From an optimization exercise on the open Yosys and OpenROAD flow, aimed at small area, a short achievable clock period and few clock cycles per item; shortcuts taken in it are not production practice. At most, simulation tests tie the RTL to the original design; equivalence was not proved. No activity file was given, so power comes from the tool's default toggle rates.

## xarm_codec_a
module xarm_codec_a (
    input  wire        clk,
    input  wire        rst,
    input  wire        req_valid,
    output wire        req_ready,
    input  wire [7:0]  req_op,
    input  wire [7:0]  req_cmd,
    input  wire [7:0]  req_n,
    input  wire [7:0]  req_rxn,
    input  wire [15:0] req_dur,
    input  wire        in_valid,
    output wire        in_ready,
    input  wire [7:0]  in_data,
    output wire        out_valid,
    input  wire        out_ready,
    output wire [7:0]  out_data,
    output wire        out_last,
    output wire        resp_valid,
    input  wire        resp_ready,
    output wire [7:0]  resp_status,
    output wire [7:0]  resp_reason,
    output wire [15:0] resp_val
);
Settings: LEC_CHECK=0, CAP_MARGIN=20, CORE_MARGIN=2, CORE_UTILIZATION=40, CTS_BUF_LIST=sky130_fd_sc_hd__clkbuf_4 sky130_fd_sc_hd__clkbuf_8, SETUP_SLACK_MARGIN=3.9, SLEW_MARGIN=20; clock period 6.5 ns.
standard.sh (not shown) runs the stock make flow with config.mk's settings and CLKGATE_MAP_FILE= SYNTH_SCRIPT=/design/flow/synth_recipe.tcl, a recipe that flattens the netlist after the stock synthesis.
==> flow/flow/run.sh <==
#!/bin/bash
# The standard layout, with plain buf_2 cells as the port buffers instead of
# the delay cells buffer_ports picks on its own.
set -euo pipefail
export BUFFER_PORTS_ARGS="-buffer_cell sky130_fd_sc_hd__buf_2"
bash standard.sh > standard_flow.log 2>&1
Rerun with:
--- a/flow/design.v
+++ b/flow/design.v
@@ -51,23 +51,24 @@
     reg        os_cur;     
     reg        pos_todo;   
     reg        pass_todo;  
     reg        ov, ol;     
     reg [7:0]  od;
     reg        skv;        
     reg [7:0]  skd;
     reg        ir;         
     reg        rr;         
     reg        resp_v;
     reg        rv_hold;    
-    reg [2:0]  rcode;      
+    reg        st7, st4, st2, st0;    
+    reg [3:0]  rsn;        
     reg [7:0]  lbuf [0:18];
     reg [7:0]  hbuf [0:18];
     reg        q_ok;
     reg [2:0]  q_opc;
     reg [7:0]  q_cmd;
     reg [2:0]  q_pre;
     wire       q_n0   = (req_n == 8'd0);
     wire       q_n19  = (req_n > 8'd19);
     wire       q_n60  = (req_n > 8'd60);
     wire       q_n59  = (req_n > 8'd59);
     wire       q_rx64 = (req_rxn > 8'd64);
@@ -111,35 +112,35 @@
             8'h0A: begin
                 q_opc = C_DECBATT; q_cmd = 8'h0F;
                 if (q_rx64)     q_pre = R_BR11;
                 else if (q_rx0) q_pre = R_NR;
             end
             default: begin
                 q_ok  = 1'b0;
                 q_pre = R_FF;
             end
         endcase
     end
-    wire [6:0] q_n35 = {req_n[5:0], 1'b0} + req_n[6:0] + 7'd5;
-    reg  [2:0] q_lc;
+    wire [7:0] q_n3 = req_n + req_n + req_n;
+    reg  [6:0] q_len;
     always @(*) begin
         case (req_op)
-            8'h03, 8'h04: q_lc = 3'd3;
-            8'h08:        q_lc = 3'd4;
-            default:      q_lc = 3'd2;
+            8'h02:        q_len = 7'd5 + q_n3[6:0];
+            8'h03, 8'h04: q_len = 7'd3 + req_n[6:0];
+            8'h05:        q_len = 7'd2;
+            8'h08:        q_len = 7'd4 + req_n[6:0];
+            8'h09:        q_len = 7'd5 + q_n3[6:0];
+            8'h0A:        q_len = 7'd6;
+            default:      q_len = 7'd2 + req_n[6:0];
         endcase
     end
-    wire [6:0] q_nc  = req_n[6:0] + {4'd0, q_lc};
-    wire [6:0] q_len = (req_op == 8'h02 || req_op == 8'h09) ? q_n35 :
-                       (req_op == 8'h05) ? 7'd2 :
-                       (req_op == 8'h0A) ? 7'd6 : q_nc;
     wire c_enc   = opok && (!opc[2] || opc == C_BATT);
     wire c_good  = (pre == R_OK);
     wire c_drain = opok && (pre == R_BR1 || pre == R_BR2 || pre == R_BR11 || pre == R_BR12);
     wire [7:0] c_dlen = (opc == C_DEC || opc == C_DECBATT) ? rxn : n;
     wire is_dec     = (opc == C_DEC);
     wire is_decpos  = (opc == C_DECPOS);
     wire is_decbatt = (opc == C_DECBATT);
     wire [7:0] j1      = j + 8'd1;
     wire       rx_last = (j1 == rxn);
     wire       pre_ok  = (pre == R_OK);
     wire       dec_ok  = pre_ok && !lbad && sig_ok && cmd_ok;
@@ -366,23 +367,30 @@
     end
     always @(posedge clk) begin
         j       <= j_n;
         dec_win <= dec_win_n;
         fidx    <= fidx_n;
         od      <= od_n;
         ol      <= ol_n;
         rv_hold <= rv_hold_n;
         if (pass_fire && !ofree)
             skd <= in_data;
         if (frame_post || post_main) begin
-            rcode <= c;
+            st7 <= (c == R_FF);
+            st4 <= (c == R_FF) || (c == R_BR1) || (c == R_BR2) || (c == R_BR11) || (c == R_BR12);
+            st2 <= (c == R_FF) || (c == R_PM);
+            st0 <= (c == R_FF) || (c == R_NR);
+            rsn <= (c == R_BR1)  ? 4'd1 :
+                   (c == R_BR2)  ? 4'd2 :
+                   (c == R_BR11) ? 4'd11 :
+                   (c == R_BR12) ? 4'd12 : 4'd0;
         end
         if (acc) begin
             opc      <= q_opc;
             opok     <= q_ok;
             cmd      <= q_cmd;
             n        <= req_n;
             rxn      <= req_rxn;
             pre      <= q_pre;
             flen     <= q_len;
             lbuf[17] <= req_dur[7:0];
             lbuf[18] <= req_dur[15:8];
@@ -429,23 +437,15 @@
         if (pos_start)
             k <= 5'd0;
         else if (o_pos && ld && fidx[0])
             k <= k + 5'd1;
     end
     assign req_ready   = rr;
     assign in_ready    = ir;
     assign out_valid   = ov;
     assign out_data    = od;
     assign out_last    = ol;
     assign resp_valid  = resp_v;
-    wire   st7 = (rcode == R_FF);
-    wire   st4 = (rcode == R_FF) || (rcode == R_BR1) || (rcode == R_BR2) ||
-                 (rcode == R_BR11) || (rcode == R_BR12);
-    wire   st2 = (rcode == R_FF) || (rcode == R_PM);
-    wire   st0 = (rcode == R_FF) || (rcode == R_NR);
     assign resp_status = {st7, st7, st7, st4, st7, st2, st0, st0};
-    assign resp_reason = (rcode == R_BR1)  ? 8'd1 :
-                         (rcode == R_BR2)  ? 8'd2 :
-                         (rcode == R_BR11) ? 8'd11 :
-                         (rcode == R_BR12) ? 8'd12 : 8'd0;
+    assign resp_reason = {4'h0, rsn};
     assign resp_val    = {hbuf[1], hbuf[0]};
 endmodule
=> Via count increases by 1.7%. Critical path depth drops by 3. Cell area rose by 0.83%. First-iteration DRC count is higher by 2.6%. Non-clock buffer count falls by 17. Routed wire length went down by 0.36%. Synthesized cell count went up by 4.4%. Clock power goes down by 11%.
Testbench counts after the change, summed over its fixed seeds: cycles 160,886, items 3,200.
No functional check of the RTL was part of the first run of this note.

## static timing again, ports no longer ideal
Ports are ideal in the flow. The routed layouts listed here were re-timed in OpenROAD. Step 1 (the two cells are an assumption about what drives the block):
set clk [get_ports {clk}]
set_driving_cell -lib_cell sky130_fd_sc_hd__clkbuf_16 $clk
set_driving_cell -lib_cell sky130_fd_sc_hd__buf_2 [delete_from_list [all_inputs] $clk]
Step 2 moves the port delays by t, midway between the first and last clock arrival at a register: inputs arrive t later, outputs are due t later. That takes back most of the time a late clock gives input paths. Three values: ideal, step 1, step 2; two values: the first two.
| run | t (ns) | slack for setup (ns) | worst hold slack (ns) | worst setup path after step 2 |
|---|---|---|---|---|
| the first run | 0.711 | 3.563 / 3.526 / 2.878 | 0.466 / 0.466 / 0.466 | input to register |
| the second run | 0.690 | 3.732 / 3.732 / 3.218 | 0.522 / 0.522 / 0.522 | input to register |
After both steps every run listed still meets setup and hold. The setup slack of the first run, which loses most, moves by -0.037 ns with the drivers and by -0.685 ns with both steps.
